Context: an optimization exercise on an open-source flow, tuned for small area, a short achievable clock period and few clock cycles. The choices shown serve that exercise and are no tape-out recipe.
Only the layout flow was run in this run; the RTL was not checked for function there.
Power figures rest on the tool's default switching activity, not on a simulated workload.

$ cat flow/config.mk
export PLATFORM = sky130hd
export DESIGN_NAME = cvfp
export DESIGN_NICKNAME = cvfp
export VERILOG_FILES = /design/flow/design.v
export SDC_FILE = /design/flow/constraint.sdc
export NUM_CORES = 4
export LEC_CHECK = 0
export ABC_CLOCK_PERIOD_IN_PS = 3000
export CAP_MARGIN = 20
export CORE_MARGIN = 2
export CORE_UTILIZATION = 60
export PLACE_DENSITY = 0.7
export SLEW_MARGIN = 20
export TNS_END_PERCENT = 100
$ cat flow/constraint.sdc
create_clock -name core_clock -period 10.0 [get_ports {clk}]
set_input_delay 2.0000 -clock core_clock [delete_from_list [all_inputs] [get_ports {clk}]]
set_output_delay 2.0000 -clock core_clock [all_outputs]
set_load 0.01 [all_outputs]
$ cat flow/design.v
module cvfp (
    input  wire        clk,
    input  wire        rst,
    input  wire        cmd_valid,
    output wire        cmd_ready,
    input  wire [3:0]  cmd_op,
    input  wire [15:0] cmd_a,
    input  wire [7:0]  cmd_b,
    input  wire        pv_valid,
    output wire        pv_ready,
    input  wire [7:0]  pv_data,
    output reg         rsp_valid,
    output reg  [2:0]  rsp_code,
    output reg  [15:0] rsp_data
);
    localparam BUFSZ = 258;
    localparam F     = 10;           
    localparam M     = BUFSZ - F;    
    localparam QN    = 4;            
    localparam QW    = 2;
    localparam OP_CLR   = 4'h0;
    localparam OP_PUSH  = 4'h1;
    localparam OP_RDB   = 4'h2;
    localparam OP_ENC   = 4'h3;
    localparam OP_SUM   = 4'h4;
    localparam OP_VAL   = 4'h5;
    localparam OP_WFQ   = 4'h6;
    localparam OP_FSZ   = 4'h7;
    localparam OP_GETF  = 4'h8;
    localparam OP_GETB  = 4'h9;
    localparam OP_GETSB = 4'hA;
    localparam OP_GETH  = 4'hB;
    localparam OP_RDST  = 4'hC;
    localparam R_OK         = 3'd0;
    localparam R_ERR        = 3'd1;
    localparam R_UNDERRUN   = 3'd2;
    localparam R_OVERFLOW   = 3'd3;
    localparam R_PARAMLEN   = 3'd4;
    localparam R_NOTVALID   = 3'd5;
    localparam R_PARAMRANGE = 3'd6;
    localparam R_BADOP      = 3'd7;
    reg [7:0] lo_c [0:F-1];      
    reg [7:0] rg   [0:M-1];      
    reg [7:0] ph;                
    wire [7:0] b0 = lo_c[0];
    wire [7:0] b1 = lo_c[1];
    wire [7:0] b3 = lo_c[3];     
    wire [7:0] b4 = lo_c[4];     
    wire [7:0] ph_n = (ph == M - 1) ? 8'd0 : ph + 8'd1;
    reg [8:0] cnt;
    reg [3:0] status;            
    reg [8:0] wp;                
    reg [7:0] wpe;               
    reg       w_al;              
    reg       wp_low;            
    reg       cnt_full;          
    reg       enc_busy;          
    reg [7:0] s_w, s_a, s_v;
    reg [9:0] dl;
    reg [7:0] np;
    reg        r_v, s_full;
    reg [3:0]  r_op, s_op;
    reg [15:0] r_a, s_a_q;
    reg [7:0]  r_b, s_b;
    reg        r_new;            
    reg        r_go;             
    reg        p_v;
    reg [7:0]  p_d;
    reg        pv_rdy;
    reg [7:0]  tk_left;          
    reg        bytes_in;         
    reg [2:0]    f_code [0:QN-1];
    reg [15:0]   f_data [0:QN-1];
    reg          f_enc  [0:QN-1];
    reg [QW-1:0] f_rd, f_wr;
    reg [QW:0]   f_cnt;
    assign cmd_ready = !s_full;
    assign pv_ready  = pv_rdy;
    wire acc  = cmd_valid && !s_full;
    wire take = pv_valid && pv_rdy;
    wire w_ok     = wp_low || w_al;          
    wire a_hi     = |r_a[15:9];
    wire a_ge_cnt = a_hi || (r_a[8:0] >= cnt);
    wire a_lt_wp  = !a_hi && (r_a[8:0] < wp);
    wire is_rdb   = (r_op == OP_RDB);
    wire is_getf  = (r_op == OP_GETF);
    wire is_geth  = (r_op == OP_GETH);
    wire is_get   = (r_op == OP_GETB) || (r_op == OP_GETSB) || is_geth;
    wire getf5    = (r_b[2:0] == 3'd5);
    wire lo_ring  = is_rdb  ? (a_hi || r_a[8:0] >= F) :
                    is_getf ? (getf5 && b3 >= F - 2) :
                    (|r_a[15:9] || r_a[8:0] >= F - 5);
    wire hi_ring  = (|r_a[15:9] || r_a[8:0] >= F - 6);
    wire x_ringf  = (is_rdb || is_getf || is_get) && (lo_ring || (is_geth && hi_ring));
    reg r_can;
    always @(*) begin
        case (r_op)
        OP_RDB:  r_can = a_lt_wp || a_ge_cnt;
        OP_PUSH: r_can = !enc_busy && (w_ok || cnt_full);
        default: r_can = !enc_busy;
        endcase
    end
    wire f_room = (f_cnt != QN);
    wire ex = r_v && r_can && f_room && (!x_ringf || (r_go && !r_new));
    wire [9:0] len_p3 = {2'b00, b3} + 10'd3;
    wire       c4     = |cnt[8:2];                           
    wire       c5     = c4 && (cnt[8:3] != 0 || cnt[1:0] != 0);
    wire       c6     = c4 && (cnt[8:3] != 0 || cnt[1]);
    wire       d_ge2  = !dl[9] && (dl[8:1] != 0);            
    wire       d_ge3  = !dl[9] && (dl[8:2] != 0 || dl[1:0] == 2'd3);    
    wire       d_eq3  = (dl == 10'd3);                       
    wire       a_hi8  = |r_a[15:8];
    wire       gb_rng = a_hi8 || (r_a[7:0] >= np);                          
    wire       gh_rng = a_hi8 || ({1'b0, r_a[7:0]} + 9'd1 >= {1'b0, np});   
    wire [7:0] enc_p  = r_a[15:8];
    wire [8:0] a_e  = r_a[8:0] - F;
    wire [8:0] g_e  = r_a[8:0] - (F - 5);
    wire [8:0] f_e  = {1'b0, b3} - (F - 2);
    wire [7:0] x_er = is_rdb ? a_e[7:0] : is_getf ? f_e[7:0] :
                      (r_a[8:0] >= F - 5) ? g_e[7:0] : 8'd0;
    reg [3:0] li;
    always @(*) begin
        case (r_op)
        OP_RDB:  li = r_a[3:0];
        OP_GETF: li = getf5 ? b3[3:0] + 4'd2 : {1'b0, r_b[2:0]};
        default: li = r_a[3:0] + 4'd5;
        endcase
    end
    wire [3:0] hi_i  = r_a[3:0] + 4'd6;
    wire [7:0] c_lo  = (li < F) ? lo_c[li] : 8'd0;
    wire [7:0] c_hi  = (hi_i < F) ? lo_c[hi_i] : 8'd0;
    wire [7:0] rd_lo = lo_ring ? rg[0] : c_lo;
    wire [7:0] rd_hi = hi_ring ? (lo_ring ? rg[1] : rg[0]) : c_hi;
    reg [2:0]  x_code;
    reg [15:0] x_data;
    wire       v_elen = (b3 != r_a[7:0]);
    wire       v_ecmd = (b4 != r_b);
    wire       v_esum = (s_v != 8'hFF);
    wire       v_err  = v_elen || v_ecmd || v_esum;
    always @(*) begin
        x_code = R_OK;
        x_data = 16'd0;
        case (r_op)
        OP_CLR: ;
        OP_PUSH:
            if (cnt_full) x_code = R_OVERFLOW;
        OP_RDB:
            if (a_ge_cnt) x_code = R_UNDERRUN;
            else          x_data = {8'd0, rd_lo};
        OP_ENC:
            if (enc_p > 8'd252) x_code = R_PARAMLEN;
        OP_SUM:
            if (!c4 || !d_ge2) x_code = R_UNDERRUN;
            else x_data = {8'd0, ~s_a};
        OP_VAL:
            if (!c5 || !d_ge3) x_code = R_UNDERRUN;
            else begin
                x_code = v_err ? R_ERR : R_OK;
                x_data = {12'd0, v_esum, v_ecmd, v_elen, !v_err};
            end
        OP_WFQ:
            x_data = {15'd0, c6 && (b0 == 8'h55) && (b1 == 8'h55) && d_eq3 && (s_w == 8'hFF)};
        OP_FSZ:
            if (!c4) x_code = R_UNDERRUN;
            else x_data = {6'd0, len_p3};
        OP_GETF:
            if (r_b > 8'd5) x_code = R_BADOP;
            else if (getf5) begin
                if (!c4 || !d_ge3) x_code = R_UNDERRUN;
                else x_data = {8'd0, rd_lo};
            end else begin
                if ({1'b0, r_b} >= cnt) x_code = R_UNDERRUN;
                else x_data = {8'd0, rd_lo};
            end
        OP_GETB:
            if (!status[0]) x_code = R_NOTVALID;
            else if (gb_rng) x_code = R_PARAMRANGE;
            else x_data = {8'd0, rd_lo};
        OP_GETSB:
            if (!status[0]) x_code = R_NOTVALID;
            else if (gb_rng) x_code = R_PARAMRANGE;
            else x_data = {{8{rd_lo[7]}}, rd_lo};
        OP_GETH:
            if (!status[0]) x_code = R_NOTVALID;
            else if (gh_rng) x_code = R_PARAMRANGE;
            else x_data = {rd_hi, rd_lo};
        OP_RDST:
            x_data = {3'd0, cnt, status};
        default:
            x_code = R_BADOP;
        endcase
    end
    wire x_rdv = (is_rdb || is_getf || is_get) && (x_code == R_OK);
    wire x_encw = (r_op == OP_ENC) && (enc_p != 8'd0) && (enc_p <= 8'd252);
    wire do_push  = ex && (r_op == OP_PUSH) && !cnt_full;
    wire do_clr   = ex && (r_op == OP_CLR);
    wire do_enc   = ex && (r_op == OP_ENC) && (enc_p <= 8'd252);
    wire do_byte  = enc_busy && p_v && w_ok;
    wire do_chk   = enc_busy && !p_v && bytes_in && w_ok;
    wire       wr_en   = do_push || do_byte || do_chk;
    wire [7:0] wr_data = do_push ? r_b : (do_byte ? p_d : ~s_a);
    genvar gi;
    generate
        for (gi = 0; gi < F; gi = gi + 1) begin : g_lo
            always @(posedge clk) begin
                if (do_enc && gi <= 4) begin
                    case (gi)
                    0, 1:    lo_c[gi] <= 8'h55;
                    2:       lo_c[gi] <= r_a[7:0];
                    3:       lo_c[gi] <= enc_p + 8'd3;
                    default: lo_c[gi] <= r_b;
                    endcase
                end else if (wr_en && wp == gi)
                    lo_c[gi] <= wr_data;
            end
        end
        for (gi = 0; gi < M - 1; gi = gi + 1) begin : g_ring
            always @(posedge clk)
                rg[gi] <= rg[gi + 1];
        end
    endgenerate
    always @(posedge clk)
        rg[M - 1] <= (wr_en && !wp_low) ? wr_data : rg[0];
    always @(posedge clk) begin
        if (rst) begin
            cnt      <= 9'd0;
            wp       <= 9'd0;
            wpe      <= M - F;
            w_al     <= 1'b0;
            ph       <= 8'd0;
            wp_low   <= 1'b1;
            cnt_full <= 1'b0;
            status   <= 4'd0;
            enc_busy <= 1'b0;
        end else begin
            ph <= ph_n;
            if (ex) begin
                case (r_op)
                OP_CLR: begin
                    cnt    <= 9'd0;
                    status <= 4'd0;
                end
                OP_PUSH:
                    if (!cnt_full) begin
                        cnt    <= cnt + 9'd1;
                        status <= 4'd0;
                    end
                OP_ENC:
                    if (enc_p <= 8'd252) begin
                        cnt      <= {1'b0, enc_p} + 9'd6;
                        status   <= 4'd0;
                        enc_busy <= 1'b1;
                    end
                OP_VAL:
                    if (c5 && d_ge3)
                        status <= {v_esum, v_ecmd, v_elen, !v_err};
                default: ;
                endcase
            end
            if (do_clr || do_enc)
                wp_low <= 1'b1;
            else if (wr_en && wp == F - 1)
                wp_low <= 1'b0;
            if (do_clr || do_enc)
                cnt_full <= 1'b0;
            else if (do_push && cnt == BUFSZ - 1)
                cnt_full <= 1'b1;
            if (do_clr) begin
                wp   <= 9'd0;
                wpe  <= M - F;
                w_al <= (ph_n == M - F);
            end else if (do_enc) begin
                wp   <= 9'd5;
                wpe  <= M - F + 5;
                w_al <= (ph_n == M - F + 5);
            end else if (wr_en) begin
                wp   <= wp + 9'd1;
                wpe  <= (wpe == M - 1) ? 8'd0 : wpe + 8'd1;
            end else
                w_al <= (ph_n == wpe);
            if (do_chk)
                enc_busy <= 1'b0;
        end
    end
    always @(posedge clk) begin
        if (do_push) begin
            if (cnt == 9'd2)
                s_w <= r_b;
            else
                s_w <= s_w + r_b;
            if (cnt == 9'd3) begin
                dl  <= 10'd4 - {2'b00, r_b};
                np  <= (r_b > 8'd3) ? r_b - 8'd3 : 8'd0;
                s_a <= ((r_b >= 8'd1) ? s_w : 8'd0) + ((r_b >= 8'd2) ? r_b : 8'd0);
                s_v <= s_w + ((r_b >= 8'd1) ? r_b : 8'd0);
            end else begin
                dl <= dl + 10'd1;
                if (!d_ge2) s_a <= s_a + r_b;
                if (!d_ge3) s_v <= s_v + r_b;
            end
        end else if (do_enc) begin
            s_a <= r_a[7:0] + (enc_p + 8'd3) + r_b;
            s_v <= 8'hFF;
            s_w <= 8'hFF;
            dl  <= 10'd3;
            np  <= enc_p;
        end else if (do_byte) begin
            s_a <= s_a + p_d;
        end
    end
    wire p_keep   = p_v && !do_byte;
    wire p_v_n    = take || p_keep;
    wire wp_n_low = wr_en ? (wp < F - 1) : wp_low;
    wire w_al_n   = wr_en ? w_al : (ph_n == wpe);
    wire tk_one   = (tk_left == 8'd1);
    wire r_load   = ex || !r_v;
    always @(posedge clk) begin
        if (rst) begin
            r_v      <= 1'b0;
            s_full   <= 1'b0;
            p_v      <= 1'b0;
            pv_rdy   <= 1'b0;
            tk_left  <= 8'd0;
            bytes_in <= 1'b1;
        end else begin
            p_v <= p_v_n;
            if (do_enc) begin
                pv_rdy   <= (enc_p != 8'd0);
                tk_left  <= enc_p;
                bytes_in <= (enc_p == 8'd0);
            end else begin
                pv_rdy   <= !bytes_in && !(tk_one && take) && (!p_v_n || wp_n_low || w_al_n);
                if (take) begin
                    tk_left  <= tk_left - 8'd1;
                    bytes_in <= tk_one;
                end
            end
            if (r_load) begin
                r_v    <= s_full || acc;
                s_full <= 1'b0;
            end else if (acc)
                s_full <= 1'b1;
        end
    end
    always @(posedge clk) begin
        if (!p_keep)
            p_d <= pv_data;
        r_new <= r_load;
        r_go  <= (ph_n == x_er) || !x_rdv;
        if (r_load) begin
            if (s_full) begin
                r_op <= s_op;
                r_a  <= s_a_q;
                r_b  <= s_b;
            end else begin
                r_op <= cmd_op;
                r_a  <= cmd_a;
                r_b  <= cmd_b;
            end
        end else if (!s_full) begin
            s_op  <= cmd_op;
            s_a_q <= cmd_a;
            s_b   <= cmd_b;
        end
    end
    wire f_empty  = (f_cnt == 0);
    wire head_ok  = f_empty ? (ex && !x_encw) : (!f_enc[f_rd] || bytes_in);
    wire f_pop    = !f_empty && head_ok;
    wire f_push   = ex && !(f_empty && !x_encw);
    always @(posedge clk) begin
        if (rst) begin
            rsp_valid <= 1'b0;
            f_rd      <= 0;
            f_wr      <= 0;
            f_cnt     <= 0;
        end else begin
            rsp_valid <= head_ok;
            if (f_pop)
                f_rd <= (f_rd == QN - 1) ? 0 : f_rd + 1'b1;
            if (f_push)
                f_wr <= (f_wr == QN - 1) ? 0 : f_wr + 1'b1;
            f_cnt <= f_cnt + f_push - f_pop;
        end
        if (f_empty) begin
            rsp_code <= x_code;
            rsp_data <= x_data;
        end else begin
            rsp_code <= f_code[f_rd];
            rsp_data <= f_data[f_rd];
        end
        if (f_push) begin
            f_code[f_wr] <= x_code;
            f_data[f_wr] <= x_data;
            f_enc[f_wr]  <= x_encw;
        end
    end
endmodule
$ cat flow/flow/run.sh
#!/bin/bash
set -euo pipefail
bash standard.sh SETUP_SLACK_MARGIN=${MARGIN:-6.6} \
  "CTS_ARGS=-sink_clustering_enable -repair_clock_nets -dont_use_dummy_load -sink_clustering_size 24 -sink_clustering_max_diameter 60" \
  finish > standard.log 2>&1
$ cat flow/standard.sh
#!/bin/bash
# synth_recipe.tcl (not shown) runs the flow's synth.tcl, then flattens the netlist and writes it again
# the make line also repeats each setting of config.mk as NAME=value (left out here)
make -C /OpenROAD-flow-scripts/flow DESIGN_CONFIG=/design/flow/config.mk WORK_HOME=/design/flow/orfs CLKGATE_MAP_FILE= SYNTH_SCRIPT=/design/flow/synth_recipe.tcl "${@:-finish}"
==> notes.md <==
-- final timing paths --
path	slack, ps	depth (start not counted)	from	to
hold / removal	270	0	rg[167][4]	rg[166][4]
setup reg to reg	6020	15	r_a[1]	status[2]
setup / recovery	6020	15	r_a[1]	status[2]
hold reg to reg	270	0	rg[167][4]	rg[166][4]
-- cells in the mapped netlist (37+ instances only) --
library cell  number
o21ai_0          134
ha_1             135
nand2_1          177
edfxtp_1         250
inv_1            118
nand3_1           54
xnor2_1          105
nor2_1           171
mux2_2            55
mux2i_1           45
a21oi_1          119
clkbuf_1         107
dfxtp_1         2086
xor2_1            37
nor3_1            49
-- logic make-up (layout without fill, tap and decap cells) --
kind of cell               after synthesis  in the layout  synth area share, %
AOI/OAI and AO/OA                      537            537                5.722
xor gates and xnor gates               142            142                2.020
adders and majority gates              151            151                3.248
buffers and inverters                  247            548                1.524
DFF                                   2336           2336                80.04
muxes                                  120            120                2.470
and+or+nand+nor                        637            642                4.978
-- layout make-up --
class                      count  share of cell area, %
sequential                  2336                  69.95
multi-input combinational   1592                  18.09
clock buffer                 130                  4.617
timing repair buffer         299                  4.216
tap                         1368                  2.429
inverter                     118                 0.6890
timing repair inverter         1                0.01065
-- routing by layer --
layer	part of all wire [%]	vias up	global-route usage (%)
li1	-	14700	-
met1	45	15130	34.53
met2	44	1090	36.41
met3	6.9	269	4.311
met4	3.8	0	9.019
met5	0	-	0
-- placed cells by master, fill, tap and decap left out, types with 44 or more instances in the layout --
cell type,count
dfxtp_1,2077
edfxtp_1,250
nand2_1,165
nor2_1,157
buf_4,157
clkbuf_16,135
ha_1,114
o21ai_0,109
a21oi_1,102
xnor2_1,102
inv_1,100
buf_6,55
nand3_1,51
mux2i_1,45
mux2_2,44
-- power by group --
part           internal (µW)  switching [µW]  leakage (µW)
clock                   2310            2690       0.00160
combinational            841            1030       0.00667
sequential              9620             193        0.0191
total                  12800            3910        0.0274
-- registers in the layout, indices dropped and copies added (netlist names), 9 cells and up, named ones only --
name and count:
rg 1984, lo_c 80, f_data 64, r_a 16
rsp_data 16, s_a_q 16, f_code 12, dl 10
cnt 9, wp 9
-- stage by stage --
step           total power, µW  hold slack [ps]  std cells
2_1_floorplan            10980            309.6       4170
3_3_place_gp             11560            309.6       5504
3_5_place_dp             11560            312.1       5504
4_1_cts                  16650            266.3       5753
5_1_grt                  17260            273.1       5844
6_report                 16680            273.1       5844
-- what timing repair did --
| action | CTS | global route |
|---|---|---|
| cloned | 9 | 5 |
| setup buffers | 110 | 86 |
| endpoints found under the setup margin | 509 | 393 |
| pin swaps | 71 | 59 |
| resized for setup | 256 | 125 |
| endpoints found under the hold margin | 0 | 0 |
==> notes.md <==
Sequential area share after synthesis -> 80.04%
Mapped Cells -> 4170
RSZ-0062 raised after global routing -> yes
Share of layout cells above drive strength 1 -> 14.95%
Row count -> 117
DIE AREA -> 105200 µm²
Max H-tree Level -> 4
Register bit total from synthesis -> 2336
Antenna Violating Nets Remaining -> 0
Clock Path Buffers -> 3
N_diodes -> 0
Post-synth cell types -> 82
Most used DFF post-synth -> dfxtp_1
Worst vdd ir -> 234.4 µV
Die span in x -> 324.3 µm
# setup viols final -> 0
Power Density -> 236.8 nW/µm²
CTS Buf Count -> 130
Crit start category -> register
Setup WS pre-CTS -> 5090 ps
Worst skew pair latency -> 760 ps
Critical Path Fanout Max -> 6
Initial drt markers -> 2680
Worst path max stage delay -> 560 ps
Worst Tran Pin Value -> 1059 ps
Minimum clock period -> 3976 ps
Synth Warn # -> 3
Global-route wire length before repair -> 191000 µm
Clock slew at reported path FFs -> 90 ps
Nets -> 4668
Critical Path AT -> 4560 ps
CTS tree -> done
Vias in the first global route -> 30770
Routed via count -> 31190
Critical Path Most Common Cell -> buf_6
Synth Net Count -> 4360
DR WL/cell -> 21.78 µm
Worst Setup End Kind -> register
DP Wirelength -> 77860 µm
Starting Density -> 60.50%
Core ar. -> 101700 µm²
Final period util -> 39.76%
DR pass1 iterations -> 6
Max Freq -> 251.5 MHz
Routability cong. -> 0.9689
Status -> complete, no violations
Placed cell area -> 63940 µm²
Synth area leader -> dfxtp_1
Routed WL -> 127300 µm
Total gr overflow -> 0
# hold bufs at CTS -> 0
Post-route cell area -> 70460 µm²
Die Y -> 324.3 µm
I/O pins -> 62
Worst hold path type -> reg -> reg
Critical path's slowest cell -> or4b_4
Share of Yosys cell area claimed by the top area cell type -> 67.84%
Lkg Pwr -> 0.02739 µW
Filler cell count -> 6708
Post-synthesis average cell area -> 14.76 µm²
CP Cell Sequence -> buf_6 -> buf_6 -> clkinv_8 -> ha_4 -> a2111oi_4 -> nand3_1 -> or4_4 -> and2_4 -> a211o_4 -> buf_4 -> buf_6 -> buf_6 -> or4b_4 -> or3_1 -> a21oi_1
Gr usage total -> 23.96%
Setup_tns -> 0 ps
Fin. max-slew vios -> 0
IO Port Bufs -> 61
Kind of cell adding the most delay to the critical path -> simple AND/OR/NAND/NOR gates
Initial antenna violation count -> 2
Netlist Area Pre-Place -> 61560 µm²
FF+latch area -> 49280 µm²
Final core occ -> 69.25%
Vias per cell -> 5.336
Max-cap violation count -> 0
Clock sink total -> 2336
Multi-input gate area -> 12750 µm²
Largest net degree at the start of global routing -> 61
Kind of critical path -> reg -> reg
DR DRC count -> 0
Clk root buf -> clkbuf_16
Area growth, synth to finish -> 14.47%
CP Data Required Time -> 10590 ps
Final WS setup -> 6024 ps
CP Buf/Inv Count -> 6
Final hold violation count -> 0
Async set-reset flop share out of synthesis -> 0%
Synth area leaders -> dfxtp_1 68%, edfxtp_1 12%, ha_1 2.7%
Worst rel slew slack -> 29.31%
Clk_skew -> 107.0 ps
Post-synth EDFFs -> 250

-- what the ideal ports hide --
The flow's constraints put no driver on any port. The routed layout listed below was extracted and timed again, unchanged, in two steps.
Step 1 sets driving cells, clkbuf_16 on the clock port and buf_2 on the other inputs (assumed; they add their load-dependent delay and slew).
Step 2, shift: input delay + t, output delay - t, t = (earliest + latest rising clock arrival at the registers) / 2. This alone moves slack from input paths to output paths.
Slacks: no drivers / after step 1 / after step 2; pairs: no drivers / after step 1.
t (ns): 0.788
slack for setup (ns): 6.024 / 6.024 / 5.899
hold WS [ns]: 0.273 / 0.273 / 0.273
cell pins on the clock port's net: 1
After both steps setup and hold are still met in this run. The setup slack of this run moves by 0.000 ns with the drivers and by -0.125 ns with both steps.
